What follows belongs to an exercise in optimizing a design on an open flow for small area and a short achievable clock period; a production flow would make more cautious choices. Where RTL was checked, it was by simulation tests only, not by an equivalence proof against the original. No functional check of the RTL was part of run 1. The flow treats the clock pin as an ideal source, which a real chip does not have. Power figures rest on the tool's default switching activity, not on a simulated workload.

==> design.v <==
module lrdcc (
    input  wire        clk,
    input  wire        rst,        
    input  wire [6:0]  ev,         
    output wire        sc_valid,   
    output wire [32:0] sc_word,    
    output wire [7:0]  disp_out,
    output wire        act_up,
    output wire        act_dn
);
    localparam [3:0] P_CHKS = 4'd0,  P_EST  = 4'd1,  P_MAP  = 4'd2,
                     P_CLR  = 4'd3,  P_SEG  = 4'd4,  P_CHKC = 4'd5,
                     P_SHUP = 4'd6,  P_DAU  = 4'd7,  P_DMU  = 4'd8,
                     P_CLU  = 4'd9,  P_SHDN = 4'd10, P_DAD  = 4'd11,
                     P_DMD  = 4'd12, P_CLD  = 4'd13;
    localparam [9:0] FTERM = 10'h2B2;    
    wire tkc = ev[6], tkf = ev[5], tach = ev[4];
    wire pu = ev[3], pd = ev[2], cu = ev[1], cd = ev[0];
    function [6:0] seg7;
        input [2:0] g;
        case (g)
            3'd1:    seg7 = 7'h06;
            3'd2:    seg7 = 7'h5B;
            3'd3:    seg7 = 7'h4F;
            3'd4:    seg7 = 7'h66;
            3'd5:    seg7 = 7'h6D;
            3'd6:    seg7 = 7'h7D;
            default: seg7 = 7'h00;
        endcase
    endfunction
    reg [3:0]  ph;
    reg [14:0] cnt;      
    reg [4:0]  cls;      
    reg [4:0]  ccap;     
    reg        rdy;      
    reg [4:0]  n;        
    reg [4:0]  i;        
    reg [9:0]  ft;       
    reg        fph;      
    reg [2:0]  gear;
    reg        cfu, cfd;
    reg [6:0]  disp;
    reg        act_u, act_d;
    reg        sv, op, cr, cg;
    assign sc_valid = sv;
    assign sc_word  = {op, 3'b000, op, 4'b0000, {8{cr}}, {8{cg}}, 8'h00};
    assign disp_out = {1'b0, disp};
    assign act_up   = act_u;
    assign act_dn   = act_d;
    wire hit =
        ((cls == 5'd1) & &(cnt | ~15'h48E3)) |
        ((cls == 5'd2) & &(cnt | ~15'h3D08)) |
        ((cls == 5'd3) & &(cnt | ~15'h1E84)) |
        ((cls == 5'd4) & &(cnt | ~15'h124E)) |
        ((cls == 5'd5) & &(cnt | ~15'h0C34)) |
        ((cls == 5'd6) & &(cnt | ~15'h08B8)) |
        ((cls == 5'd7) & &(cnt | ~15'h0689)) |
        ((cls == 5'd8) & &(cnt | ~15'h0515)) |
        ((cls == 5'd9) & &(cnt | ~15'h0410)) |
        ((cls == 5'd10) & &(cnt | ~15'h0354)) |
        ((cls == 5'd11) & &(cnt | ~15'h02C5)) |
        ((cls == 5'd12) & &(cnt | ~15'h0258)) |
        ((cls == 5'd13) & &(cnt | ~15'h0202)) |
        ((cls == 5'd14) & &(cnt | ~15'h01BD)) |
        ((cls == 5'd15) & &(cnt | ~15'h0186)) |
        ((cls == 5'd16) & &(cnt | ~15'h0158)) |
        ((cls == 5'd17) & &(cnt | ~15'h0131)) |
        ((cls == 5'd18) & &(cnt | ~15'h0111)) |
        ((cls == 5'd19) & &(cnt | ~15'h00F6)) |
        ((cls == 5'd20) & &(cnt | ~15'h00DE)) |
        ((cls == 5'd21) & &(cnt | ~15'h00CA)) |
        ((cls == 5'd22) & &(cnt | ~15'h00B8)) |
        ((cls == 5'd23) & &(cnt | ~15'h00A9)) |
        ((cls == 5'd24) & &(cnt | ~15'h009B)) |
        ((cls == 5'd25) & &(cnt | ~15'h0090)) |
        ((cls == 5'd26) & &(cnt | ~15'h0084)) |
        ((cls == 5'd27) & &(cnt | ~15'h007B)) |
        ((cls == 5'd28) & &(cnt | ~15'h0073)) |
        ((cls == 5'd29) & &(cnt | ~15'h006A)) |
        ((cls == 5'd30) & &(cnt | ~15'h0064)) |
        ((cls == 5'd31) & &(cnt | ~15'h0BCF));
    wire        cstep   = hit || (cls == 5'd0);
    wire [4:0]  cls_dec = cls - 1'b1;
    wire [9:0]  ft_adv  = {ft[8:0], ~(ft[9] ^ ft[6])};
    wire red  = (n == 5'd31);
    wire emit = !((i == n) || (i == 5'd30));
    always @(posedge clk) begin
        if (rst || tach) begin
            cls <= 5'd0;
        end else if (tkc && cstep) begin
            cls <= cls_dec;
        end
        if (tkc && cstep)
            cnt <= 15'd0;
        else if (tkc)
            cnt <= cnt + 1'b1;
        if (tach)
            ccap <= (tkc && cstep) ? cls_dec : cls;
        if (rst)
            rdy <= 1'b0;
        else if (tach)
            rdy <= 1'b1;
        else if (ph == P_CHKS)
            rdy <= 1'b0;
    end
    always @(posedge clk) begin
        if (rst) begin
            ft  <= 10'd0;
            fph <= 1'b0;
        end else if (tkf) begin
            if (ft == FTERM) begin
                ft  <= 10'd0;
                fph <= ~fph;
            end else begin
                ft  <= ft_adv;
            end
        end
    end
    always @(posedge clk) begin
        if (ph == P_CHKS && rdy)
            n <= ccap;
        else if (ph == P_MAP && red && !fph)
            n <= 5'd0;
        if (ph == P_MAP)
            i <= 5'd0;
        else if (ph == P_SEG && emit)
            i <= i + 1'b1;
        sv <= !rst && (ph == P_CLR || (ph == P_SEG && emit));
        op <= (ph == P_SEG);
        cr <= (ph == P_SEG) && (red || i >= 5'd10);
        cg <= (ph == P_SEG) && !red && (i < 5'd20);
    end
    reg [3:0] ph_n;
    always @* begin
        case (ph)
            P_CHKS:  ph_n = rdy ? P_EST : P_CHKC;
            P_EST:   ph_n = P_MAP;
            P_MAP:   ph_n = P_CLR;
            P_CLR:   ph_n = P_SEG;
            P_SEG:   ph_n = emit ? P_SEG : P_CHKC;
            P_CHKC:  ph_n = (cfu || cfd) ? P_SHUP : P_CHKS;
            P_SHUP:  ph_n = (cfu && gear != 3'd6) ? P_DAU : P_SHDN;
            P_DAU:   ph_n = P_DMU;
            P_DMU:   ph_n = P_CLU;
            P_CLU:   ph_n = P_SHDN;
            P_SHDN:  ph_n = (cfd && gear != 3'd1) ? P_DAD : P_CHKS;
            P_DAD:   ph_n = P_DMD;
            P_DMD:   ph_n = P_CLD;
            default: ph_n = P_CHKS;
        endcase
    end
    always @(posedge clk) begin
        if (rst) begin
            ph    <= P_CHKS;
            gear  <= 3'd1;
            disp  <= 7'h06;
            cfu   <= 1'b0;
            cfd   <= 1'b0;
            act_u <= 1'b0;
            act_d <= 1'b0;
        end else begin
            ph <= ph_n;
            if (ph == P_SHUP && cfu && gear != 3'd6)
                gear <= gear + 1'b1;
            else if (ph == P_SHDN && cfd && gear != 3'd1)
                gear <= gear - 1'b1;
            if (ph == P_DAU || ph == P_DAD)
                disp <= disp | seg7(gear);
            else if (ph == P_DMU || ph == P_DMD)
                disp <= seg7(gear);
            if (!pu && !pd && cu)
                cfu <= 1'b1;
            else if (ph == P_CLU)
                cfu <= 1'b0;
            if (!pu && !pd && !cu && cd)
                cfd <= 1'b1;
            else if (ph == P_CLD)
                cfd <= 1'b0;
            if (pu) begin
                act_u <= 1'b1; act_d <= 1'b0;
            end else if (pd) begin
                act_u <= 1'b0; act_d <= 1'b1;
            end else if (cu || cd) begin
                act_u <= 1'b0; act_d <= 1'b0;
            end
        end
    end
endmodule
==> flow/run.sh <==
#!/bin/bash
# The standard layout (standard.sh, standard synthesis unchanged) with
# buf_1 port buffers, a clock tree of clkbuf_4 without dummy loads, and the
# post-CTS and post-global-route timing repair aimed at a small setup margin
# above the design's own slack (paths above that margin are left alone).
set -uo pipefail
export BUFFER_PORTS_ARGS="-buffer_cell sky130_fd_sc_hd__buf_1"
export CTS_ARGS="-sink_clustering_enable -repair_clock_nets -buf_list sky130_fd_sc_hd__clkbuf_4 -root_buf sky130_fd_sc_hd__clkbuf_4 -sink_clustering_size 30 -dont_use_dummy_load"
bash standard.sh place > flow_place.log 2>&1 || exit 1
bash standard.sh SETUP_SLACK_MARGIN=${MARGIN:-86.9} finish > flow_finish.log 2>&1
rc=$?
cp orfs/logs/sky130hd/lrdcc/base/*.log . 2>/dev/null
exit $rc
==> standard.sh <==
#!/bin/bash
# synth_recipe.tcl (not shown) runs the flow's synth.tcl, then flattens the netlist and writes it again
# the make line also repeats each setting of config.mk as NAME=value (left out here)
make -C /OpenROAD-flow-scripts/flow DESIGN_CONFIG=/design/flow/config.mk WORK_HOME=/design/flow/orfs CLKGATE_MAP_FILE= SYNTH_SCRIPT=/design/flow/synth_recipe.tcl "${@:-finish}"
==> config.mk <==
export PLATFORM = sky130hd
export DESIGN_NAME = lrdcc
export DESIGN_NICKNAME = lrdcc
export VERILOG_FILES = /design/flow/design.v
export SDC_FILE = /design/flow/constraint.sdc
export NUM_CORES = 4
export LEC_CHECK = 0
export CAP_MARGIN = 20
export CORE_MARGIN = 2
export CORE_UTILIZATION = 70
export SLEW_MARGIN = 20
==> constraint.sdc <==
create_clock -name core_clock -period 110.0 [get_ports {clk}]
set_input_delay 22.0000 -clock core_clock [delete_from_list [all_inputs] [get_ports {clk}]]
set_output_delay 22.0000 -clock core_clock [all_outputs]
set_load 0.01 [all_outputs]
==> out/results.txt, run 1 <==
Unrepaired setup endpoints after global routing - false
Depth of the most critical reg-to-reg path - 9
Antenna fix cells - 0
Die Y - 79.4 um
Core Footprint - 5510 um^2
Worst slack, placed - 86.10 ns
Initial Utilization - 72.2%
Final setup margin - 87.00 ns
Final Hold Viols - 0
Arr. time, crit path - 23.32 ns
Synth-to-Final Area Change - -0.692%
Nets - 494
Setup_tns - 0 ns
Rows - 27
Root Buffer - clkbuf_4
H-tree level count - 3
WS Path Type - in -> reg
Drt wl/cell - 14.2 um
DRC viols - 0
Pint - 36.8 uW
Clk sink count - 69
Leak Pwr - 1.42 nW
Gpl congestion - 0.908
WP data required - 110.32 ns
Grt total ovfl - 0
Layout Skew - 0.0377 ns
Mapped Cells - 469
Logic pwr share - 21.3%
Initial antenna violation count - 0
Crit. End Element - flop
Number of synthesized flops with an enable pin - 10
Max-cap viol count - 0
Bufs on Longest Clock Path - 2
Worst setup SP type - input pin
Syn avg cell area - 8.48 um^2
Main synth FF type - dfxtp_1
R2R Setup Slk - 107.07 ns
Share of flip-flops with an asynchronous set or reset - 0%
Largest net degree at the start of global routing - 28
Overall Global Routing Usage - 26.0%
Yosys warns - 1
Design area - 3950 um^2
Fraction of layout cells with a size suffix above 1 - 5.12%
Fin. max-slew vios - 0
DR vias/cell - 5.98
Critical Path End - cnt[13]
IO Count - 53
Later-pin clock latency in the skew report - 0.40 ns
Width of the chip - 79.4 um
#FFs+latches synth - 69
Crit-path max FO - 21
Synth unique cells - 55
Die area - 6300 um^2
Initial DRT Pass Iterations - 5
Clk pwr share - 20.6%
P per Cell Area - 13.8 nW/um^2
Switching pwr - 17.6 uW
Port Buffers - 36
Vias in the first global route - 2848
CTS clk-pin slew, worst paths - 0.09 ns
Vias - 3235
Hpwl dp - 5550 um
Placed cell areas - 3870 um^2
Final period utilization - 20.9%
# setup viols final - 0
Status - timing/DRC/antenna clean
Num CTS Buffers - 9
Crit path time final - 23.00 ns
Reg2reg start - cls[1]
Peak supply drop - 0.00000939 V
Crit. Startpoint - ev[6]
Critical register-to-register path endpoint - cnt[0]
WL final - 7700 um
Min-Delay Path Class - reg -> reg
Syn Std Cell Area - 3980 um^2
Total power - 54.4 uW
First-pass GRT wire length - 12900 um
Post-CTS Hold Buffers - 0
Max_slew headroom - 55.6%
Switching share of total power - 32.3%
Max Freq - 43.5 MHz
Sequential area share after synthesis - 37.3%
Slew @ Worst Pin - 0.661 ns
Part of the power in registers - 58.1%
TritonCTS clock tree - yes
ANT nets after route - 0
Initial DRC Count - 147
Worst hold slack - 0.461 ns
## worst max-delay path, cell delays in order
cell and delay (ns):
clkbuf_4 0.26, nand2_1 0.13, or3_1 0.38, nor2_1 0.15
nand4_1 0.12, xor2_1 0.17, a21oi_1 0.10
## power groups by stage
stage	combinational (mW)	clock (mW)	sequential, mW
CTS	0.0116	0.0115	0.0315
global placement	0.0112	0	0.0320
floorplan	0.0120	0	0.0304
finish	0.0116	0.0112	0.0316
detailed placement	0.0115	0	0.0321
global route	0.0132	0.0126	0.0320
## sequential cells by signal (all words and copies together) (netlist names), 3 cells and up
| register | count |
|---|---|
| ft | 10 |
| i | 5 |
| cls | 5 |
| ph | 4 |
| gear | 3 |
| cnt | 15 |
| disp | 7 |
| ccap | 5 |
| n | 5 |
## cell usage after synthesis (4+ instances only)
cell,count,area [um^2]
mux2i_1,11,110
a21oi_1,35,175
buf_2,10,50.1
and3_1,4,25.0
clkbuf_1,13,48.8
nor2_1,47,176
xor2_1,12,105
dfxtp_1,59,1180
xnor2_1,12,105
nand4_1,12,75.1
nand4b_1,7,61.3
o21ai_0,14,70.1
nor4_1,6,37.5
a31oi_1,6,37.5
o31ai_1,4,30.0
and2_1,7,43.8
nand2_1,35,131
nand3_1,22,110
nor2b_1,4,25.0
buf_4,36,270
ha_1,14,175
inv_1,18,67.6
o22ai_1,5,31.3
nor3_1,8,40.0
or3_1,6,37.5
edfxtp_1,10,300
nand2b_1,8,50.1
## per-layer routing
layer | track usage, % | up-vias | share of wire (%) | wire [um]
li1 | - | 1603 | - | -
met1 | 32.6 | 1482 | 42 | 3270
met2 | 42.0 | 131 | 49 | 3760
met3 | 7.39 | 19 | 7.1 | 544
met4 | 10.9 | 0 | 1.7 | 128
met5 | 0 | - | 0 | 0
## worst min path at each step
stage | start | endpoint | slack, ns | depth (start not counted)
2_1_floorplan | rdy | rdy | 0.47 | 2
3_3_place_gp | disp[5] | disp[5] | 0.44 | 2
3_5_place_dp | disp[5] | disp[5] | 0.45 | 2
4_1_cts | disp[3] | disp[3] | 0.46 | 2
5_1_grt | disp[0] | disp[0] | 0.50 | 2
6_report | disp[5] | disp[5] | 0.46 | 2
## timing repair
item,CTS,global route
hold endpoints to repair,0,0
setup endpoints to repair,11,16
gates resized for setup,4,4
setup buffers,0,0
## per-stage QoR
| stage | std cells | utilization [%] |
|---|---|---|
| 3_3_place_gp | 532 | 70.3 |
| 3_5_place_dp | 532 | 70.3 |
| 6_report | 541 | 71.7 |
| 5_1_grt | 541 | 71.7 |
| 4_1_cts | 541 | 71.6 |
| 2_1_floorplan | 484 | - |
## cell families after synthesis
logic type	share of synthesized area [%]
and+or+nand+nor	23.6
AOI/OAI and AO/OA	14.2
buffers and inverters	11.6
DFF	37.3
xor gates and xnor gates	5.29
adders and majority gates	4.41
muxes	3.62
other	0.0943
## final cells by class
class | count | area (um^2)
fillers | 439 | 1560
well taps | 72 | 90.1
inverters | 18 | 67.6
multi-input cells | 336 | 2090
flip-flops and latches | 69 | 1480
repair buffers | 37 | 148
clock buffers | 9 | 67.6
## cells in the final DEF, fill, tap and decap left out, types with 7 or more instances in the layout
master    instances
xor2_1           12
a21oi_1          35
ha_1             14
nand4_1          12
nand4b_1          7
conb_1           16
nor3_1            8
buf_1            34
mux2i_1          11
inv_1            18
xnor2_1          12
edfxtp_1         10
dfxtp_1          57
nand2_1          35
and2_1            7
nand3_1          22
clkbuf_4         10
o21ai_0          14
nand2b_1          8
nor2_1           47
==> run 2, diff against run 1 <==
--- a/design.v
+++ b/design.v
@@ -8,25 +8,24 @@
     output wire        act_up,
     output wire        act_dn
 );
-    localparam [3:0] P_CHKS = 4'd0,  P_EST  = 4'd1,  P_MAP  = 4'd2,
-                     P_CLR  = 4'd3,  P_SEG  = 4'd4,  P_CHKC = 4'd5,
-                     P_SHUP = 4'd6,  P_DAU  = 4'd7,  P_DMU  = 4'd8,
-                     P_CLU  = 4'd9,  P_SHDN = 4'd10, P_DAD  = 4'd11,
-                     P_DMD  = 4'd12, P_CLD  = 4'd13;
+    localparam [3:0] P_CHKS = 4'b0000, P_EST  = 4'b0001, P_MAP  = 4'b0011,
+                     P_CLR  = 4'b0010, P_SEG  = 4'b0110, P_CHKC = 4'b0100,
+                     P_SHUP = 4'b1000, P_DAU  = 4'b1001, P_DMU  = 4'b1011,
+                     P_CLU  = 4'b1010, P_SHDN = 4'b1100, P_DAD  = 4'b1101,
+                     P_DMD  = 4'b1111, P_CLD  = 4'b1110;
     localparam [9:0] FTERM = 10'h2B2;    
     wire tkc = ev[6], tkf = ev[5], tach = ev[4];
     wire pu = ev[3], pd = ev[2], cu = ev[1], cd = ev[0];
+    localparam [2:0] G_1 = 3'b000, G_6 = 3'b100;
     function [6:0] seg7;
         input [2:0] g;
-        case (g)
-            3'd1:    seg7 = 7'h06;
-            3'd2:    seg7 = 7'h5B;
-            3'd3:    seg7 = 7'h4F;
-            3'd4:    seg7 = 7'h66;
-            3'd5:    seg7 = 7'h6D;
-            3'd6:    seg7 = 7'h7D;
-            default: seg7 = 7'h00;
-        endcase
+        seg7 = {g[2] | g[1] | g[0],       
+                g[2],                     
+                ~g[1] & (g[2] ^ g[0]),    
+                g[2] ^ g[0],              
+                g[2] | g[1] | ~g[0],      
+                ~g[2] | g[0],             
+                g[2] ^ g[0]};             
     endfunction
     reg [3:0]  ph;
     reg [14:0] cnt;      
@@ -126,9 +125,9 @@
         else if (ph == P_SEG && emit)
             i <= i + 1'b1;
         sv <= !rst && (ph == P_CLR || (ph == P_SEG && emit));
-        op <= (ph == P_SEG);
-        cr <= (ph == P_SEG) && (red || i >= 5'd10);
-        cg <= (ph == P_SEG) && !red && (i < 5'd20);
+        op <= ph[2];
+        cr <= ph[2] && (red || i >= 5'd10);
+        cg <= ph[2] && !red && (i < 5'd20);
     end
     reg [3:0] ph_n;
     always @* begin
@@ -139,11 +138,11 @@
             P_CLR:   ph_n = P_SEG;
             P_SEG:   ph_n = emit ? P_SEG : P_CHKC;
             P_CHKC:  ph_n = (cfu || cfd) ? P_SHUP : P_CHKS;
-            P_SHUP:  ph_n = (cfu && gear != 3'd6) ? P_DAU : P_SHDN;
+            P_SHUP:  ph_n = (cfu && gear != G_6) ? P_DAU : P_SHDN;
             P_DAU:   ph_n = P_DMU;
             P_DMU:   ph_n = P_CLU;
             P_CLU:   ph_n = P_SHDN;
-            P_SHDN:  ph_n = (cfd && gear != 3'd1) ? P_DAD : P_CHKS;
+            P_SHDN:  ph_n = (cfd && gear != G_1) ? P_DAD : P_CHKS;
             P_DAD:   ph_n = P_DMD;
             P_DMD:   ph_n = P_CLD;
             default: ph_n = P_CHKS;
@@ -152,7 +151,7 @@
     always @(posedge clk) begin
         if (rst) begin
             ph    <= P_CHKS;
-            gear  <= 3'd1;
+            gear  <= G_1;
             disp  <= 7'h06;
             cfu   <= 1'b0;
             cfd   <= 1'b0;
@@ -160,10 +159,10 @@
             act_d <= 1'b0;
         end else begin
             ph <= ph_n;
-            if (ph == P_SHUP && cfu && gear != 3'd6)
-                gear <= gear + 1'b1;
-            else if (ph == P_SHDN && cfd && gear != 3'd1)
-                gear <= gear - 1'b1;
+            if (ph == P_SHUP && cfu && gear != G_6)
+                gear <= {gear[1:0], ~gear[2]};
+            else if (ph == P_SHDN && cfd && gear != G_1)
+                gear <= {~gear[0], gear[2:1]};
             if (ph == P_DAU || ph == P_DAD)
                 disp <= disp | seg7(gear);
             else if (ph == P_DMU || ph == P_DMD)
--- a/flow/run.sh
+++ b/flow/run.sh
@@ -6,7 +6,7 @@
 set -uo pipefail
 export BUFFER_PORTS_ARGS="-buffer_cell sky130_fd_sc_hd__buf_1"
 export CTS_ARGS="-sink_clustering_enable -repair_clock_nets -buf_list sky130_fd_sc_hd__clkbuf_4 -root_buf sky130_fd_sc_hd__clkbuf_4 -sink_clustering_size 30 -dont_use_dummy_load"
-bash standard.sh place > flow_place.log 2>&1 || exit 1
+bash standard.sh SKIP_REPAIR_TIE_FANOUT=1 place > flow_place.log 2>&1 || exit 1
 bash standard.sh SETUP_SLACK_MARGIN=${MARGIN:-86.9} finish > flow_finish.log 2>&1
 rc=$?
 cp orfs/logs/sky130hd/lrdcc/base/*.log . 2>/dev/null
==> out/results.txt, run 2 <==
Final setup margin - 86.99 ns (-0.0114 ns)
Overall Global Routing Usage - 26.5% (+0.53 points)
WL final - 7560 um (-1.9%)
Crit. End Element - output port
Syn Std Cell Area - 3910 um^2 (-1.6%)
Crit path time final - 23.01 ns (+0.0114 ns)
Post-CTS Setup Inserts - 0 (unchanged)
ANT nets after route - 0 (unchanged)
Worst slack, placed - 86.27 ns (+0.173 ns)
First-pass GRT wire length - 13100 um (+1.1%)
Die Y - 78.8 um (-0.75%)
Worst hold slack - 0.470 ns (+0.00908 ns)
Initial DRT Pass Iterations - 4 (-1)
Delay-heaviest family, CP - flip-flops
Number of synthesized flops with an enable pin - 10 (unchanged)
WS Path Type - reg -> out
Later-pin clock latency in the skew report - 0.41 ns (about the same)
Most flops, register - cnt
Worst path max stage delay - 0.43 ns (+0.05 ns)
WP data required - 88.00 ns (-22.32 ns)
Final period utilization - 20.9% (about the same)
DR vias/cell - 6.11 (+2.2%)
Fraction of layout cells with a size suffix above 1 - 5.71% (+0.59 points)
P per Cell Area - 13.6 nW/um^2 (-1.5%)
Crit path max-delay cell type - dfxtp_1
GR Util met1 - 34.9% (+2.3 points)
H-tree level count - 3 (unchanged)
TritonCTS clock tree - yes
Largest cells by area after synthesis - dfxtp_1 (30%), edfxtp_1 (7.7%), buf_4 (6.9%)
Core Footprint - 5440 um^2 (-1.2%)
Max_slew headroom - 47.6% (-8.0 points)
Worst setup SP type - flop
Unrepaired setup endpoints after global routing - false
Synth-to-Final Area Change - -2.94%
Max reg flops - 15 (unchanged)
Num CTS Buffers - 9 (unchanged)
Leak Pwr - 1.31 nW (-7.9%)
Top-count cell post-synth - dfxtp_1
Initial Utilization - 71.9% (-0.25 points)
Syn avg cell area - 8.66 um^2 (+2.1%)
Synth top area share - 30.2% (+0.48 points)
Fin. max-slew vios - 0 (unchanged)
Root Buffer - clkbuf_4
Drt wl/cell - 14.8 um (+4.1%)
Mapped Cells - 452 (-3.6%)
Width of the chip - 78.8 um (-0.75%)
Commonest non-fill, non-tap cells in the layout - dfxtp_1 (59), nor2_1 (55), nand2_1 (38), buf_1 (34), a21oi_1 (19)
Die area - 6200 um^2 (-1.5%)
Largest net degree at the start of global routing - 27 (-3.6%)
Layout Skew - 0.0265 ns (-0.0112 ns)
Vias in the first global route - 2844 (-0.14%)
Placed cell areas - 3720 um^2 (-3.8%)
Final Hold Viols - 0 (unchanged)
Setup_tns - 0 ns (unchanged)
Bufs on Longest Clock Path - 2 (unchanged)
Max Freq - 43.5 MHz (about the same)
Commonest non-fill, non-tap cell in the layout - dfxtp_1
CTS clk-pin slew, worst paths - 0.10 ns (about the same)
Min-Delay Path Class - reg -> reg
Vias - 3118 (-3.6%)
Most instantiated cells after synthesis - dfxtp_1 (59), nor2_1 (55), nand2_1 (38), buf_4 (36), a21oi_1 (19)
Arr. time, crit path - 1.01 ns (-22.31 ns)
Crit-path max FO - 8 (-62%)
IO Count - 53 (unchanged)
Status - timing/DRC/antenna clean
# setup viols final - 0 (unchanged)
Buf/Inv on CP - 1 (unchanged)
Clk sink count - 69 (unchanged)
Initial antenna violation count - 0 (unchanged)
Met2 usage - 41.1% (-0.92 points)
Largest regs - cnt (15), ft (10), disp (7)
Max-cap viol count - 0 (unchanged)
Yosys warns - 1 (unchanged)
DRC viols - 0 (unchanged)
Crit-path cells - buf_1
Slew @ Worst Pin - 0.775 ns (+0.114 ns)
Synth unique cells - 68 (+24%)
Main synth FF type - dfxtp_1
Post-synth top area cell - dfxtp_1
Peak supply drop - 0.00000829 V (-12%)
Met3 GRT Util - 5.11% (-2.3 points)
Gpl congestion - 0.865 (-4.8%)
Grt total ovfl - 0 (unchanged)
Share of flip-flops with an asynchronous set or reset - 0% (unchanged)
Post-CTS Hold Buffers - 0 (unchanged)
Initial DRC Count - 128 (-13%)
Antenna fix cells - 0 (unchanged)
Port Buffers - 36 (unchanged)
GRT busiest layer - met2
Hpwl dp - 5300 um (-4.4%)
Design area - 3800 um^2 (-3.8%)
Rows - 27 (unchanged)
#FFs+latches synth - 69 (unchanged)
Nets - 458 (-7.3%)
Sequential area share after synthesis - 37.9% (+0.60 points)
[run 2: cell types whose count changed in the layout (fill, tap and decap cells not counted), moves of 4 or more]
cell	change
nand3_1	-4
nor2_1	+8
o21ai_1	+4
ha_1	-5
a21oi_1	-16
nand2b_1	-4
conb_1	-15
nand4_1	+4
o21ai_0	-6
o31ai_1	-4
inv_1	-8
[run 2: power by group]
part / switching, mW / internal (mW) / total (mW)
logic: 0.00543 / 0.00390 / 0.00933
clock network: 0.00759 / 0.00380 / 0.0114
registers: 0.00306 / 0.0277 / 0.0308
[run 2: logic make-up after synthesis]
| kind of cell | Yosys count | share of synthesized area [%] |
|---|---|---|
| flip-flops | 69 | 37.9 |
| multiplexers | 12 | 3.07 |
| AND/OR/NAND/NOR | 192 | 25.8 |
| buffers and inverters | 71 | 11.8 |
| XOR/XNOR | 24 | 5.37 |
| other | 1 | 0.0958 |
| adder cells (fa/ha/maj) | 9 | 2.88 |
| AO/OA/AOI/OAI | 74 | 13.0 |
[run 2: final cells by class]
cell class,count,area (um^2)
Tap cell,72,90.1
Timing Repair Buffer,37,145
Fill cell,459,1640
Inverter,11,42.5
Clock buffer,9,67.6
Multi-Input combinational cell,312,1970
Sequential cell,69,1480
[run 2: worst register-to-register path, cell delays in order (launching register included)]
cell       delay, ns
dfxtp_1         0.81
nand2b_1        0.24
a2111oi_0       0.09
nor4_1          0.57
a41oi_1         0.35
or2_4           0.39
o21a_1          0.19
[run 2: worst paths after layout]
path	startpoint	end	slack, ns	cells after the start
hold / removal	disp[1]	disp[1]	0.47	1
setup reg to reg	cls[2]	ccap[1]	107.10	6
hold reg to reg	disp[1]	disp[1]	0.47	1
setup / recovery	cr	sc_word[17]	86.99	1
[run 2: what timing repair did]
item,4_1_cts,5_1_grt
gates resized for setup,2,2
gates cloned,0,0
setup endpoints to repair,14,12
[run 2: metal layers]
metal  share of wire [%]  routed length [um]  vias to the layer above
li1                    -                   -                     1536
met1                  44                3330                     1428
met2                  46                3490                      133
met3                 6.8                 517                       21
met4                 2.9                 220                        0
met5                   0                   0                        -
[run 2: per-stage QoR]
| stage | utilization [%] | instances | power (mW) |
|---|---|---|---|
| 2_1_floorplan | - | 452 | 0.0398 |
| 3_3_place_gp | 68.5 | 501 | 0.0403 |
| 3_5_place_dp | 68.5 | 501 | 0.0404 |
| 4_1_cts | 69.8 | 510 | 0.0517 |
| 5_1_grt | 69.8 | 510 | 0.0543 |
| 6_report | 69.8 | 510 | 0.0515 |
==> run 3, diff against run 2 <==
--- a/flow/run.sh
+++ b/flow/run.sh
@@ -6,7 +6,7 @@
 set -uo pipefail
 export BUFFER_PORTS_ARGS="-buffer_cell sky130_fd_sc_hd__buf_1"
 export CTS_ARGS="-sink_clustering_enable -repair_clock_nets -buf_list sky130_fd_sc_hd__clkbuf_4 -root_buf sky130_fd_sc_hd__clkbuf_4 -sink_clustering_size 30 -dont_use_dummy_load"
-bash standard.sh SKIP_REPAIR_TIE_FANOUT=1 place > flow_place.log 2>&1 || exit 1
+bash standard.sh place > flow_place.log 2>&1 || exit 1
 bash standard.sh SETUP_SLACK_MARGIN=${MARGIN:-86.9} finish > flow_finish.log 2>&1
 rc=$?
 cp orfs/logs/sky130hd/lrdcc/base/*.log . 2>/dev/null
==> out/results.txt, run 3 <==
Syn avg cell area - 8.66 um^2 (unchanged)
Worst hold slack - 0.481 ns (+0.0108 ns)
# setup viols final - 0 (unchanged)
Final std cells w/o fill - 525 (+2.9%)
Drt wl/cell - 15.0 um (+0.93%)
Grt total ovfl - 0 (unchanged)
Arr. time, crit path - 1.00 ns (about the same)
ANT nets after route - 0 (unchanged)
Switching pwr - 16.2 uW (+0.55%)
Vias in the first global route - 2930 (+3.0%)
Rows - 27 (unchanged)
WS Path Type - reg -> out
Unrepaired setup endpoints after global routing - false
Largest regs - cnt (15), ft (10), disp (7)
Top-count cell post-synth - dfxtp_1
Number of synthesized flops with an enable pin - 10 (unchanged)
Buf/Inv on CP - 1 (unchanged)
Synth top area share - 30.2% (unchanged)
Initial DRC Count - 156 (+22%)
Yosys warns - 1 (unchanged)
Initial Utilization - 71.9% (unchanged)
Syn Std Cell Area - 3910 um^2 (unchanged)
IO Count - 53 (unchanged)
Initial DRT Pass Iterations - 7 (+3)
Bufs on Longest Clock Path - 2 (unchanged)
Switching share of total power - 31.4% (+0.14 points)
Placed Instances - 516 (+3.0%)
Root Buffer - clkbuf_4
#FFs+latches synth - 69 (unchanged)
WP data required - 88.00 ns (about the same)
First-pass GRT wire length - 13500 um (+3.1%)
Mapped Cells - 452 (unchanged)
FF/Latch Area - 1480 um^2 (unchanged)
Crit path time final - 23.00 ns (-0.00880 ns)
Setup_tns - 0 ns (unchanged)
Layout Skew - 0.0298 ns (+0.00327 ns)
WL final - 7850 um (+3.9%)
Fin. max-slew vios - 0 (unchanged)
Min-Delay Path Class - reg -> reg
Commonest non-fill, non-tap cells in the layout - dfxtp_1 (59), nor2_1 (55), nand2_1 (38), buf_1 (34), a21oi_1 (19)
H-tree level count - 3 (unchanged)
Max Freq - 43.5 MHz (about the same)
Leak Pwr - 1.36 nW (+3.9%)
Footprint of the multi-input gates - 2040 um^2 (+3.4%)
Initial antenna violation count - 0 (unchanged)
Share of flip-flops with an asynchronous set or reset - 0% (unchanged)
Synth unique cells - 68 (unchanged)
TritonCTS clock tree - yes
Commonest non-fill, non-tap cell in the layout - dfxtp_1
Clk sink count - 69 (unchanged)
Worst setup SP type - flop
Final period utilization - 20.9% (about the same)
CTS clk-pin slew, worst paths - 0.12 ns (+0.02 ns)
Main synth FF type - dfxtp_1
Die Y - 78.8 um (unchanged)
P per Cell Area - 13.3 nW/um^2 (-1.6%)
Core Footprint - 5440 um^2 (unchanged)
Antenna fix cells - 0 (unchanged)
Largest cells by area after synthesis - dfxtp_1 (30%), edfxtp_1 (7.7%), buf_4 (6.9%)
Max reg flops - 15 (unchanged)
DR vias/cell - 6.11 (about the same)
Post-CTS Hold Buffers - 0 (unchanged)
Overall Global Routing Usage - 27.2% (+0.70 points)
Crit path max-delay cell type - dfxtp_1
Post-synth top area cell - dfxtp_1
Logic pwr share - 18.0% (about the same)
Slew @ Worst Pin - 0.786 ns (+0.0104 ns)
Num CTS Buffers - 9 (unchanged)
Nets - 473 (+3.3%)
Crit-path max FO - 8 (unchanged)
Delay-heaviest family, CP - flip-flops
Final Hold Viols - 0 (unchanged)
Most flops, register - cnt
Synth-to-Final Area Change - -1.25%
Pint - 35.4 uW (-0.11%)
Port Buffers - 36 (unchanged)
Worst path max stage delay - 0.43 ns (about the same)
Width of the chip - 78.8 um (unchanged)
DRC viols - 0 (unchanged)
Gpl congestion - 0.901 (+4.2%)
Most instantiated cells after synthesis - dfxtp_1 (59), nor2_1 (55), nand2_1 (38), buf_4 (36), a21oi_1 (19)
Post-CTS Setup Inserts - 0 (unchanged)
Sequential area share after synthesis - 37.9% (unchanged)
Crit-path cells - buf_1
Largest net degree at the start of global routing - 27 (unchanged)
Later-pin clock latency in the skew report - 0.40 ns (about the same)
Peak supply drop - 0.00000915 V (+10%)
Clk pwr share - 22.4% (+0.3 points)
Vias - 3209 (+2.9%)
Crit. End Element - output port
Max_slew headroom - 47.1% (-0.45 points)
Die area - 6200 um^2 (unchanged)
Fraction of layout cells with a size suffix above 1 - 5.96% (+0.25 points)
Fillers - 443 (-3.5%)
Max-cap viol count - 0 (unchanged)
Hpwl dp - 5510 um (+3.9%)
Status - timing/DRC/antenna clean
Part of the power in registers - 59.7% (about the same)
run 3: routing by layer:
metal / GRT usage [%] / share of wire [%]
met5: 0 / 0
met4: 13.0 / 2.3
met3: 5.45 / 6.1
met2: 44.0 / 48
met1: 35.0 / 43
run 3: cells by family after synthesis:
kind of cell | after synthesis | share of synthesized area [%]
other | 1 | 0.0958
XOR/XNOR | 24 | 5.37
flip-flops | 69 | 37.9
buffers and inverters | 71 | 11.8
adder cells (fa/ha/maj) | 9 | 2.88
multiplexers | 12 | 3.07
AND/OR/NAND/NOR | 192 | 25.8
AO/OA/AOI/OAI | 74 | 13.0
run 3: final timing paths:
kind	startpoint	to	slack (ns)	depth (start not counted)
max reg2reg	cls[2]	ccap[1]	106.89	6
min reg2reg	disp[1]	disp[1]	0.48	1
min	disp[1]	disp[1]	0.48	1
max	cr	sc_word[22]	87.00	1
run 3: power by group through the flow:
stage                     Sequential [mW]  Combinational (mW)  Clock, mW
after global placement             0.0312             0.00897          0
final                              0.0308             0.00925     0.0115
after detailed placement           0.0313             0.00910          0
after CTS                          0.0307             0.00925     0.0118
after floorplan                    0.0298             0.00995          0
after global routing               0.0312              0.0105     0.0129
run 3: area by class of cell:
| class | count | area share [%] |
|---|---|---|
| repair buffers | 37 | 3.76 |
| clock buffers | 9 | 1.75 |
| flip-flops and latches | 69 | 38.3 |
| well taps | 72 | 2.33 |
| inverters | 11 | 1.10 |
| multi-input cells | 327 | 52.7 |
run 3: timing repair:
item	in CTS	in global routing
resized for setup	4	2
setup endpoints to repair	14	9
hold endpoints to repair	0	0
run 3: worst reg2reg max path, cell delays in order (launching register included):
cell and delay, ns:
dfxtp_1 0.82, nand2b_1 0.24, a2111oi_0 0.09, nor4_1 0.71, a41oi_2 0.33, or2_2 0.49
o21a_1 0.21
run 3: stage by stage:
stage                     power (mW)  util [%]  setup WS [ns]  cell area, um^2
after detailed placement      0.0403      69.5          86.26             3780
after CTS                     0.0517      71.0          86.94             3860
after global placement        0.0402      69.5          86.39             3780
after global routing          0.0546      71.0          86.90             3860
after floorplan               0.0398         -          86.84             3970
final                         0.0515      71.0          87.00             3860
==> run 4, diff against run 3 <==
==> flow/run.sh (replaced) <==
#!/bin/bash
# The standard layout (standard.sh, standard synthesis unchanged) with:
# buf_1 port buffers; after placement, the resizer's power recovery
# downsizes cells where timing allows (flow/downsize.tcl); a clock tree of
# clkbuf_4 without dummy loads; and the post-CTS / post-global-route timing
# repair aimed at a setup margin just above the design's own slack.
set -uo pipefail
export BUFFER_PORTS_ARGS="-buffer_cell sky130_fd_sc_hd__buf_1"
export CTS_ARGS="-sink_clustering_enable -repair_clock_nets -buf_list sky130_fd_sc_hd__clkbuf_4 -root_buf sky130_fd_sc_hd__clkbuf_4 -sink_clustering_size 30 -dont_use_dummy_load"
bash standard.sh place > flow_place.log 2>&1 || exit 1
export RESULTS_DIR=$PWD/orfs/results/sky130hd/lrdcc/base
export PLATFORM_DIR=$FLOW_HOME/platforms/sky130hd
export LIB_FILE=$PLATFORM_DIR/lib/sky130_fd_sc_hd__tt_025C_1v80.lib
openroad -no_init -exit flow/downsize.tcl > downsize.log 2>&1 || exit 1
bash standard.sh SETUP_SLACK_MARGIN=86.9 finish > flow_finish.log 2>&1
rc=$?
cp orfs/logs/sky130hd/lrdcc/base/*.log . 2>/dev/null
exit $rc
==> flow/downsize.tcl (new file) <==
# Downsize cells that synthesis sized up where timing allows (power
# recovery of the resizer), then legalize again.
read_liberty $::env(LIB_FILE)
read_db $::env(RESULTS_DIR)/3_place.odb
read_sdc $::env(RESULTS_DIR)/3_place.sdc
source $::env(PLATFORM_DIR)/setRC.tcl
set_dont_use [list sky130_fd_sc_hd__probe_p_8 sky130_fd_sc_hd__probec_p_8 sky130_fd_sc_hd__lpflow_*]
estimate_parasitics -placement
report_design_area
repair_timing -recover_power 100 -setup_margin 86.9 -verbose
report_design_area
detailed_placement
check_placement -verbose
write_db $::env(RESULTS_DIR)/3_place.odb
==> out/results.txt, run 4 <==
Unrepaired setup endpoints after global routing - false
ANT nets after route - 0 (unchanged)
Nets - 473 (unchanged)
Final period utilization - 20.9% (about the same)
WL final - 7800 um (-0.69%)
Largest net degree at the start of global routing - 27 (unchanged)
Synth-to-Final Area Change - -1.92%
Initial DRT Pass Iterations - 5 (-2)
WP data required - 110.27 ns (+22.27 ns)
Vias in the first global route - 2939 (+0.31%)
Crit path max-delay cell type - or3_1
Total power - 51.3 uW (-0.53%)
Max-cap viol count - 0 (unchanged)
Fraction of layout cells with a size suffix above 1 - 5.52% (-0.44 points)
Die area - 6200 um^2 (unchanged)
P per Cell Area - 13.4 nW/um^2 (+0.15%)
Hold Path End - disp[1]
Worst slack, placed - 86.26 ns (unchanged)
H-tree level count - 3 (unchanged)
Die Y - 78.8 um (unchanged)
Root Buffer - clkbuf_4
Most instantiated cells after synthesis - dfxtp_1 (59), nor2_1 (55), nand2_1 (38), buf_4 (36), a21oi_1 (19)
Initial antenna violation count - 0 (unchanged)
DRC viols - 0 (unchanged)
CTS clk-pin slew, worst paths - 0.12 ns (about the same)
TritonCTS clock tree - yes
Mapped Cells - 452 (unchanged)
Later-pin clock latency in the skew report - 0.40 ns (about the same)
Share of flip-flops with an asynchronous set or reset - 0% (unchanged)
Initial DRC Count - 161 (+3.2%)
Syn avg cell area - 8.66 um^2 (unchanged)
Port Buffers - 36 (unchanged)
Synth top area share - 30.2% (unchanged)
Main synth FF type - dfxtp_1
Commonest non-fill, non-tap cell in the layout - dfxtp_1
Reg2reg start - cls[2]
WHS Path Cells - 1 (unchanged)
R2R Setup Slk - 106.96 ns (+0.07 ns)
Leak Pwr - 1.36 nW (-0.33%)
WS Path Type - in -> reg
Setup_tns - 0 ns (unchanged)
Crit path time final - 23.01 ns (+0.00730 ns)
Final setup margin - 86.99 ns (-0.00730 ns)
Final core occ - 70.6% (-0.48 points)
Grt total ovfl - 0 (unchanged)
Fillers - 453 (+2.3%)
# setup viols final - 0 (unchanged)
Gpl congestion - 0.901 (unchanged)
Syn Std Cell Area - 3910 um^2 (unchanged)
Initial Utilization - 71.9% (unchanged)
Rows - 27 (unchanged)
Post-synth top area cell - dfxtp_1
Width of the chip - 78.8 um (unchanged)
Overall Global Routing Usage - 26.9% (-0.34 points)
Max_slew headroom - 48.8% (+1.7 points)
Antenna fix cells - 0 (unchanged)
Layout Skew - 0.0284 ns (-0.00139 ns)
Hpwl dp - 5510 um (unchanged)
Core Footprint - 5440 um^2 (unchanged)
Vias - 3201 (-0.25%)
Delay-heaviest family, CP - simple AND/OR/NAND/NOR gates
Worst hold slack - 0.483 ns (+0.00159 ns)
Largest regs - cnt (15), ft (10), disp (7)
Fin. max-slew vios - 0 (unchanged)
Sequential area share after synthesis - 37.9% (unchanged)
Number of synthesized flops with an enable pin - 10 (unchanged)
Yosys warns - 1 (unchanged)
Max reg flops - 15 (unchanged)
IO Count - 53 (unchanged)
Footprint of the multi-input gates - 2010 um^2 (-1.2%)
Bufs on Longest Clock Path - 2 (unchanged)
DR vias/cell - 6.10 (-0.25%)
Synth unique cells - 68 (unchanged)
Post-CTS Setup Inserts - 0 (unchanged)
Depth of the most critical reg-to-reg path - 6 (unchanged)
First-pass GRT wire length - 13200 um (-1.8%)
Most flops, register - cnt
Final Hold Viols - 0 (unchanged)
Crit. End Element - flop
FF/Latch Area - 1480 um^2 (unchanged)
Critical register-to-register path endpoint - ccap[1]
Worst path max stage delay - 0.49 ns (+0.06 ns)
Clk sink count - 69 (unchanged)
Crit-path cells - buf_2 > clkinv_2 > or3_1 > nor2_1 > nand4_1 > xor2_1 > nor2_2
Arr. time, crit path - 23.28 ns (+22.28 ns)
Max Freq - 43.5 MHz (about the same)
Status - timing/DRC/antenna clean
Buf/Inv on CP - 2 (+1)
Peak supply drop - 0.00000976 V (+6.7%)
Min-Delay Path Class - reg -> reg
Slew @ Worst Pin - 0.767 ns (-0.0188 ns)
Crit-path max FO - 10 (+2)
Drt wl/cell - 14.9 um (-0.69%)
Top-count cell post-synth - dfxtp_1
#FFs+latches synth - 69 (unchanged)
Num CTS Buffers - 9 (unchanged)
Largest cells by area after synthesis - dfxtp_1 (30%), edfxtp_1 (7.7%), buf_4 (6.9%)
Commonest non-fill, non-tap cells in the layout - dfxtp_1 (59), nor2_1 (55), nand2_1 (38), buf_1 (33), a21oi_1 (19)
Worst min-delay path startpoint - disp[1]
Worst setup SP type - input pin
## run 4: cell counts after synthesis
Identical to the previous run, type by type.
## run 4: cell type report
| class | instances | share of cell area, % |
|---|---|---|
| well taps | 72 | 2.35 |
| multi-input cells | 327 | 52.5 |
| repair buffers | 37 | 3.72 |
| inverters | 11 | 1.11 |
| clock buffers | 9 | 1.76 |
| flip-flops and latches | 69 | 38.6 |
## run 4: what timing repair did
action                                  4_1_cts  5_1_grt
endpoints found under the setup margin       19        7
hold buffers                                  0        0
gates resized for setup                       6        2
pin swaps                                     0        0
## run 4: through the flow
stage	area (um^2)	cells
2_1_floorplan	3970	467
5_1_grt	3840	525
6_report	3840	525
3_5_place_dp	3780	516
4_1_cts	3840	525
3_3_place_gp	3780	516
## run 4: cell families after synthesis
kind of cell               synth area share (%)
AOI/OAI and AO/OA                          13.0
xor gates and xnor gates                   5.37
adders and majority gates                  2.88
buffers and inverters                      11.8
DFF                                        37.9
muxes                                      3.07
other                                    0.0958
and+or+nand+nor                            25.8
## run 4: how the worst max path moves through the flow
stage,startpoint,endpoint,slack (ns),cells after the start
after global routing,cr,sc_word[18],86.90,1
after global placement,ev[6],ccap[0],86.39,5
after CTS,cr,sc_word[22],86.96,1
final,ev[6],cnt[13],86.99,7
after floorplan,ev[6],cnt[13],86.84,6
after detailed placement,ev[6],ccap[0],86.26,5
## run 4: power by group
group / internal (mW) / switching, mW / total [mW]
clock network: 0.00381 / 0.00761 / 0.0114
registers: 0.0277 / 0.00303 / 0.0307
logic: 0.00380 / 0.00530 / 0.00910
## run 4: metal layers
metal  track usage [%]  part of all wire [%]
met1              33.9                    44
met5                 0                     0
met4              12.8                   3.1
met3              6.93                   6.8
met2              43.1                    46
==> run 5, diff against run 4 <==
==> flow/run.sh (replaced) <==
#!/bin/bash
# The standard layout (standard.sh, standard synthesis unchanged) with:
# buf_1 port buffers; a one-level clock tree (flow/owncts.tcl: the
# flip-flops split by position into CLK_GROUPS balanced groups, each driven
# by one clock buffer fed from the clock port) in place of TritonCTS; and
# the post-CTS / post-global-route timing repair aimed at a setup margin
# just above the design's own slack.
set -uo pipefail
export BUFFER_PORTS_ARGS="-buffer_cell sky130_fd_sc_hd__buf_1"
bash standard.sh place > flow_place.log 2>&1 || exit 1
export RESULTS_DIR=$PWD/orfs/results/sky130hd/lrdcc/base
export PLATFORM_DIR=$FLOW_HOME/platforms/sky130hd
export LIB_FILE=$PLATFORM_DIR/lib/sky130_fd_sc_hd__tt_025C_1v80.lib
export CLK_BUF=sky130_fd_sc_hd__clkbuf_8
export CLK_GROUPS=4
openroad -no_init -exit flow/owncts.tcl > owncts.log 2>&1 || exit 1
bash standard.sh SETUP_SLACK_MARGIN=86.9 finish > flow_finish.log 2>&1
rc=$?
cp orfs/logs/sky130hd/lrdcc/base/*.log . 2>/dev/null
exit $rc
==> flow/owncts.tcl (new file) <==
# Clock tree: the flip-flops are split by position into CLK_GROUPS groups of
# about equal size, and each group is driven by one clock buffer, placed at
# the group's centre and fed from the clock port.
read_liberty $::env(LIB_FILE)
read_db $::env(RESULTS_DIR)/3_place.odb
read_sdc $::env(RESULTS_DIR)/3_place.sdc
source $::env(PLATFORM_DIR)/setRC.tcl
set block [ord::get_db_block]
set dbu [$block getDbUnitsPerMicron]
set k $::env(CLK_GROUPS)

set pts {}
foreach pin [get_pins -of_objects [get_nets clk]] {
  if {[get_property $pin direction] ne "input"} { continue }
  set it [sta::sta_to_db_pin $pin]
  set b [[$it getInst] getBBox]
  lappend pts [list [expr {([$b xMin] + [$b xMax]) / 2.0 / $dbu}] [expr {([$b yMin] + [$b yMax]) / 2.0 / $dbu}] $pin]
}
set n [llength $pts]
puts "clock sinks: $n"

# balanced recursive bisection: split along the longer side into parts
proc split_pts {pts k} {
  if {$k <= 1} { return [list $pts] }
  set xs [lmap p $pts {lindex $p 0}]; set ys [lmap p $pts {lindex $p 1}]
  set w [expr {[tcl::mathfunc::max {*}$xs] - [tcl::mathfunc::min {*}$xs]}]
  set h [expr {[tcl::mathfunc::max {*}$ys] - [tcl::mathfunc::min {*}$ys]}]
  set idx [expr {$w >= $h ? 0 : 1}]
  set s [lsort -real -index $idx $pts]
  set k1 [expr {$k / 2}]
  set n1 [expr {int(round([llength $s] * double($k1) / $k))}]
  return [concat [split_pts [lrange $s 0 [expr {$n1 - 1}]] $k1] [split_pts [lrange $s $n1 end] [expr {$k - $k1}]]]
}
set groups [split_pts $pts $k]
set cnt [lmap g $groups {llength $g}]
puts "group sizes: $cnt"
set g 0
foreach grp $groups {
  set loads [lmap p $grp {lindex $p 2}]
  set cx 0.0; set cy 0.0
  foreach p $grp { set cx [expr {$cx + [lindex $p 0]}]; set cy [expr {$cy + [lindex $p 1]}] }
  set cx [expr {$cx / [llength $grp]}]; set cy [expr {$cy / [llength $grp]}]
  insert_buffer -buffer_cell $::env(CLK_BUF) -net clk -load_pins $loads \
    -location [list $cx $cy] -buffer_name clkbuf_leaf_$g -net_name clk_leaf_$g
  incr g
}
foreach net [$block getNets] {
  if {[string match clk_leaf_* [$net getName]] || [$net getName] eq "clk"} { $net setSigType CLOCK }
}
detailed_placement
check_placement -verbose
set_propagated_clock [all_clocks]
estimate_parasitics -placement
report_checks -path_delay min_max -format end -group_path_count 3
report_clock_skew
report_clock_min_period
set worst 0
foreach pin [get_pins -of_objects [get_nets clk_leaf_*]] {
  if {[get_property $pin direction] ne "input"} { continue }
  foreach e {slew_max_rise slew_max_fall} {
    set s [get_property $pin $e]
    if {$s > $worst} { set worst $s }
  }
}
puts "worst clock pin slew (estimated): $worst"
write_db $::env(RESULTS_DIR)/4_1_cts.odb
write_sdc -no_timestamp $::env(RESULTS_DIR)/4_cts.sdc
removed: flow/downsize.tcl
==> out/results.txt, run 5 <==
Syn avg cell area - 8.66 um^2 (unchanged)
Grt total ovfl - 0 (unchanged)
IO Count - 53 (unchanged)
Syn Std Cell Area - 3910 um^2 (unchanged)
Main synth FF type - dfxtp_1
Port Buffers - 36 (unchanged)
Buf/Inv on CP - 2 (unchanged)
Initial DRC Count - 166 (+3.1%)
Commonest non-fill, non-tap cell in the layout - dfxtp_1
Initial antenna violation count - 0 (unchanged)
Max-cap viol count - 0 (unchanged)
Design area - 3890 um^2 (+1.4%)
Gpl congestion - 0.901 (unchanged)
Peak supply drop - 0.00000896 V (-8.2%)
Antenna fix cells - 0 (unchanged)
Drt wl/cell - 14.7 um (-1.3%)
Max_slew headroom - 50.1% (+1.3 points)
Mux share of post-synthesis cell area - 3.07% (unchanged)
Final Hold Viols - 0 (unchanged)
Largest cells by area after synthesis - dfxtp_1 (30%), edfxtp_1 (7.7%), buf_4 (6.9%)
DR vias/cell - 6.05 (-0.78%)
Post-synth top area cell - dfxtp_1
Status - timing/DRC/antenna clean
Crit-path cells - buf_4 > inv_4 > or3_4 > nor2_4 > nand4_1 > xor2_1 > nor2_2
Worst setup SP type - input pin
Setup_tns - 0 ns (unchanged)
P per Cell Area - 12.7 nW/um^2 (-4.8%)
Width of the chip - 78.8 um (unchanged)
Die Y - 78.8 um (unchanged)
Unrepaired setup endpoints after global routing - false
Hpwl dp - 5510 um (unchanged)
Yosys warns - 1 (unchanged)
Sequential area share after synthesis - 37.9% (unchanged)
# setup viols final - 0 (unchanged)
Fillers - 443 (-2.2%)
Max Freq - 43.4 MHz (about the same)
Slew @ Worst Pin - 0.739 ns (-0.0281 ns)
Die area - 6200 um^2 (unchanged)
Vias - 3164 (-1.2%)
Synth unique cells - 68 (unchanged)
#FFs+latches synth - 69 (unchanged)
Delay-heaviest family, CP - simple AND/OR/NAND/NOR gates
Xor/xnor share of the synthesized area - 5.37% (unchanged)
Crit-path max FO - 10 (unchanged)
Leak Pwr - 1.36 nW (+0.51%)
Min-Delay Path Class - reg -> reg
Reg2reg start - cls[2]
Fin. max-slew vios - 0 (unchanged)
ANT nets after route - 0 (unchanged)
Placed cell areas - 3780 um^2 (unchanged)
Core Footprint - 5440 um^2 (unchanged)
Rows - 27 (unchanged)
Initial Utilization - 71.9% (unchanged)
WP data required - 110.06 ns (-0.21 ns)
Simple-Gate Fraction of Synth Area - 25.8% (unchanged)
Arr. time, crit path - 23.08 ns (-0.20 ns)
Later-pin clock latency in the skew report - 0.16 ns (-0.24 ns)
Mapped Cells - 452 (unchanged)
Worst path max stage delay - 0.41 ns (-0.08 ns)
Top-count cell post-synth - dfxtp_1
Layout Skew - 0.00833 ns (-0.0201 ns)
WL final - 7670 um (-1.7%)
Total power - 49.5 uW (-3.5%)
Synth-to-Final Area Change - -0.576%
Largest net degree at the start of global routing - 27 (unchanged)
Commonest non-fill, non-tap cells in the layout - dfxtp_1 (59), nor2_1 (54), nand2_1 (38), buf_1 (34), a21oi_1 (19)
Overall Global Routing Usage - 24.9% (-2.0 points)
Main combinational cell family by area after synthesis - simple AND/OR/NAND/NOR gates
Largest regs - cnt (15), ft (10), disp (7)
Worst hold slack - 0.477 ns (-0.00549 ns)
Synth top area share - 30.2% (unchanged)
Fraction of layout cells with a size suffix above 1 - 5.76% (+0.25 points)
Max reg flops - 15 (unchanged)
First-pass GRT wire length - 13000 um (-1.6%)
Post-Synth Adder-Cell Area - 2.88% (unchanged)
Nets - 471 (-0.42%)
Crit path max-delay cell type - or3_4
Crit. End Element - flop
CTS clk-pin slew, worst paths - 0.10 ns (-0.02 ns)
Worst min-delay path startpoint - disp[1]
Number of synthesized flops with an enable pin - 10 (unchanged)
Vias in the first global route - 2887 (-1.8%)
Crit. Startpoint - ev[6]
DRC viols - 0 (unchanged)
Complex-gate fraction of the synthesized area - 13.0% (unchanged)
Final period utilization - 20.9% (about the same)
WS Path Type - in -> reg
Initial DRT Pass Iterations - 5 (unchanged)
Crit path time final - 23.02 ns (+0.00860 ns)
Most instantiated cells after synthesis - dfxtp_1 (59), nor2_1 (55), nand2_1 (38), buf_4 (36), a21oi_1 (19)
Share of flip-flops with an asynchronous set or reset - 0% (unchanged)
Final core occ - 71.5% (+0.97 points)
Most flops, register - cnt
-- run 5: layout make-up --
type                            count  area (um^2)  share of cell area (%)
Inverter                           11         43.8                    1.13
Timing Repair Buffer               40          173                    4.44
Tap cell                           72         90.1                    2.32
Clock buffer                        4         55.1                    1.42
Sequential cell                    69         1480                    38.1
Multi-Input combinational cell    327         2050                    52.6
-- run 5: kinds of logic (layout without fill, tap and decap cells) --
| kind of cell | count (synthesis) | count (layout) |
|---|---|---|
| AOI/OAI and AO/OA | 74 | 74 |
| xor gates and xnor gates | 24 | 24 |
| buffers and inverters | 71 | 55 |
| muxes | 12 | 12 |
| DFF | 69 | 69 |
| adders and majority gates | 9 | 9 |
| other | 1 | 16 |
| and+or+nand+nor | 192 | 192 |
-- run 5: per-stage QoR --
stage	instances	setup slack (ns)
floorplan	467	86.84
global placement	516	86.39
detailed placement	516	86.26
global route	523	86.91
finish	523	86.98
-- run 5: power by group --
part	switching, mW	internal (mW)	leakage (nW)	total, mW
clock	0.00607	0.00338	0.0288	0.00945
combinational	0.00538	0.00391	0.758	0.00930
sequential	0.00302	0.0277	0.578	0.0307
total	0.0145	0.0350	1.36	0.0495
-- run 5: worst paths after layout --
check / to / cells past startpoint / slack (ns)
min: disp[1] / 1 / 0.48
max reg2reg: ccap[1] / 6 / 107.07
min reg2reg: disp[1] / 1 / 0.48
max: cnt[13] / 7 / 86.98
-- run 5: metal layers --
| layer | GRT usage [%] | vias to the layer above | wire length, um |
|---|---|---|---|
| met5 | 0 | - | 0 |
| met4 | 6.49 | 0 | 153 |
| met3 | 2.05 | 16 | 458 |
| met2 | 43.4 | 131 | 3640 |
| met1 | 33.5 | 1466 | 3410 |
| li1 | - | 1551 | - |
-- run 5: worst register-to-register path: cells and delay by family (launching register included) --
family	cells	cell delay [ns]
AOI/OAI and AO/OA	3	0.59
and+or+nand+nor	3	1.29
DFF	1	0.82
==> run 6, diff against run 5 <==
--- a/flow/run.sh
+++ b/flow/run.sh
@@ -14,7 +14,7 @@
 export CLK_BUF=sky130_fd_sc_hd__clkbuf_8
 export CLK_GROUPS=4
 openroad -no_init -exit flow/owncts.tcl > owncts.log 2>&1 || exit 1
-bash standard.sh SETUP_SLACK_MARGIN=86.9 finish > flow_finish.log 2>&1
+bash standard.sh SETUP_SLACK_MARGIN=87.2 finish > flow_finish.log 2>&1
 rc=$?
 cp orfs/logs/sky130hd/lrdcc/base/*.log . 2>/dev/null
 exit $rc
==> out/results.txt, run 6 <==
Largest net degree at the start of global routing - 27 (unchanged)
Overall Global Routing Usage - 24.9% (unchanged)
Mux share of post-synthesis cell area - 3.07% (unchanged)
Top-count cell post-synth - dfxtp_1
Main combinational cell family by area after synthesis - simple AND/OR/NAND/NOR gates
Most instantiated cells after synthesis - dfxtp_1 (59), nor2_1 (55), nand2_1 (38), buf_4 (36), a21oi_1 (19)
Worst path max stage delay - 0.40 ns (about the same)
Main synth FF type - dfxtp_1
Fraction of layout cells with a size suffix above 1 - 7.95% (+2.2 points)
Leak Pwr - 1.39 nW (+2.1%)
Grt total ovfl - 0 (unchanged)
Die Y - 78.8 um (unchanged)
Worst setup SP type - input pin
Vias - 3222 (+1.8%)
Synth top area share - 30.2% (unchanged)
Layout Skew - 0.00835 ns (+0.0000227 ns)
Width of the chip - 78.8 um (unchanged)
Setup_tns - 0 ns (unchanged)
# setup viols final - 0 (unchanged)
Final Hold Viols - 0 (unchanged)
Port Buffers - 36 (unchanged)
Initial Utilization - 71.9% (unchanged)
DR vias/cell - 6.14 (+1.4%)
Peak supply drop - 0.00000916 V (+2.2%)
WL final - 7780 um (+1.5%)
Delay-heaviest family, CP - simple AND/OR/NAND/NOR gates
Worst hold slack - 0.479 ns (+0.00159 ns)
Crit. End Element - flop
DRC viols - 0 (unchanged)
ANT nets after route - 0 (unchanged)
Largest regs - cnt (15), ft (10), disp (7)
IO Count - 53 (unchanged)
Antenna fix cells - 0 (unchanged)
Mapped Cells - 452 (unchanged)
Largest cells by area after synthesis - dfxtp_1 (30%), edfxtp_1 (7.7%), buf_4 (6.9%)
Fin. max-slew vios - 0 (unchanged)
Simple-Gate Fraction of Synth Area - 25.8% (unchanged)
Fillers - 427 (-3.6%)
Drt wl/cell - 14.8 um (+1.1%)
Crit-path cells - buf_12 > inv_8 > or3_4 > nor2_4 > nand4_1 > xor2_1 > nor2_2
Gpl congestion - 0.901 (unchanged)
Crit path time final - 22.94 ns (-0.0824 ns)
CTS clk-pin slew, worst paths - 0.10 ns (about the same)
Rows - 27 (unchanged)
Initial DRT Pass Iterations - 5 (unchanged)
#FFs+latches synth - 69 (unchanged)
Core Footprint - 5440 um^2 (unchanged)
Hpwl dp - 5510 um (unchanged)
Syn avg cell area - 8.66 um^2 (unchanged)
Nets - 473 (+0.42%)
Vias in the first global route - 2887 (unchanged)
Yosys warns - 1 (unchanged)
Placed cell areas - 3780 um^2 (unchanged)
Buf/Inv on CP - 2 (unchanged)
Max reg flops - 15 (unchanged)
WP data required - 110.07 ns (about the same)
First-pass GRT wire length - 13000 um (unchanged)
Max_slew headroom - 48.1% (-1.9 points)
Number of synthesized flops with an enable pin - 10 (unchanged)
Unrepaired setup endpoints after global routing - true
Commonest non-fill, non-tap cell in the layout - dfxtp_1
Slew @ Worst Pin - 0.771 ns (+0.0324 ns)
Min-Delay Path Class - reg -> reg
Final period utilization - 20.9% (-0.075 points)
Share of flip-flops with an asynchronous set or reset - 0% (unchanged)
P per Cell Area - 12.6 nW/um^2 (-0.90%)
Initial DRC Count - 125 (-25%)
Most flops, register - cnt
WS Path Type - in -> reg
Sequential area share after synthesis - 37.9% (unchanged)
Post-Synth Adder-Cell Area - 2.88% (unchanged)
Total power - 50.2 uW (+1.4%)
Crit path max-delay cell type - or3_4
Initial antenna violation count - 0 (unchanged)
Synth-to-Final Area Change - 1.76%
Syn Std Cell Area - 3910 um^2 (unchanged)
Die area - 6200 um^2 (unchanged)
Max Freq - 43.6 MHz (+0.36%)
Synth unique cells - 68 (unchanged)
Later-pin clock latency in the skew report - 0.16 ns (about the same)
Post-synth top area cell - dfxtp_1
Design area - 3980 um^2 (+2.3%)
Xor/xnor share of the synthesized area - 5.37% (unchanged)
Status - timing/DRC/antenna clean
Crit-path max FO - 10 (unchanged)
Commonest non-fill, non-tap cells in the layout - dfxtp_1 (57), nor2_1 (52), nand2_1 (38), buf_1 (34), a21oi_1 (19)
Max-cap viol count - 0 (unchanged)
Arr. time, crit path - 23.00 ns (-0.08 ns)
Complex-gate fraction of the synthesized area - 13.0% (unchanged)
-- run 6: cell types whose count changed in the layout (fill, tap and decap cells not counted), sizes merged --
cell    change
buf         +3
clkbuf      -1
-- run 6: power breakdown --
part | internal, mW | switching (mW) | total, mW
sequential | 0.0277 | 0.00307 | 0.0308
clock | 0.00338 | 0.00611 | 0.00950
combinational | 0.00436 | 0.00553 | 0.00989
-- run 6: worst reg2reg max path: stages (launching register included) --
cell and delay (ns):
dfxtp_1 0.46, inv_1 0.12, ha_1 0.31, a22oi_1 0.22
a2111oi_0 0.13, nor4_1 0.63, a41oi_2 0.36, or2_4 0.37
o21a_1 0.17
-- run 6: cells by family (layout without fill, tap and decap cells) --
kind of cell    after synthesis  count (layout)
other cells                   1              16
fa+ha+maj                     9               9
xor+xnor                     24              24
simple gates                192             192
mux                          12              12
compound gates               74              74
flops                        69              69
buf+inv                      71              57
-- run 6: area by class of cell --
type / count / area [um^2] / area share [%]
Tap cell: 72 / 90.1 / 2.26
Sequential cell: 69 / 1480 / 37.3
Inverter: 11 / 48.8 / 1.23
Multi-Input combinational cell: 327 / 2080 / 52.2
Timing Repair Buffer: 42 / 225 / 5.66
Clock buffer: 4 / 55.1 / 1.38
-- run 6: final timing paths --
kind                            slack (ns)     from       to  cells past startpoint
worst min-delay path                  0.48  disp[1]  disp[1]                      1
worst max-delay path                 87.06    ev[6]  cnt[13]                      7
worst max register to register      107.00   cls[1]  ccap[1]                      8
worst min register to register        0.48  disp[1]  disp[1]                      1
-- run 6: per-layer routing --
metal  vias to the layer above  global-route usage, %  wire, um
li1                       1557                      -         -
met1                      1510                   33.5      3390
met2                       138                   43.4      3750
met3                        17                   2.05       486
met4                         0                   6.49       152
met5                         -                      0         0
-- run 6: stage by stage --
stage / cells / util (%) / worst slack [ns]
2_1_floorplan: 467 / - / 86.84
3_3_place_gp: 516 / 69.5 / 86.39
3_5_place_dp: 516 / 69.5 / 86.26
5_1_grt: 525 / 73.2 / 87.01
6_report: 525 / 73.2 / 87.06

what the ideal ports hide:
How much do the figures lean on ideal ports? The routed layouts below were timed once more, with nothing changed but the port constraints.
Step 1 (the two cells are an assumption about what drives the block):
set clk [get_ports {clk}]
set_driving_cell -lib_cell sky130_fd_sc_hd__clkbuf_16 $clk
set_driving_cell -lib_cell sky130_fd_sc_hd__buf_2 [delete_from_list [all_inputs] $clk]
Step 2 times the ports against the registers' clock, not the clock port: input delays grow and output delays shrink by t, the midpoint of the rising clock arrivals with the driver on.
Three values: ideal ports, drivers, drivers and shift; two values: the first two.
run	shift t [ns]	setup slack, ns	worst setup path at the end	clock arrival spread, ns	slew at the worst register clock pin (ns)
run 1	0.407	87.000 / 87.002 / 86.595	input to register	0.038 / 0.038	0.11 / 0.11
run 2	0.425	86.989 / 86.960 / 86.583	input to register	0.036 / 0.037	0.11 / 0.11
run 3	0.414	86.997 / 86.967 / 86.624	input to register	0.030 / 0.030	0.12 / 0.12
run 4	0.417	86.990 / 86.971 / 86.583	input to register	0.029 / 0.029	0.12 / 0.12
run 5	0.214	86.981 / 87.014 / 86.800	input to register	0.009 / 0.009	0.10 / 0.10
run 6	0.214	87.064 / 87.059 / 86.845	input to register	0.009 / 0.009	0.11 / 0.11
After both steps every run listed still meets setup and hold. The setup slack of run 4, which loses most, moves by -0.019 ns with the drivers and by -0.407 ns with both steps.
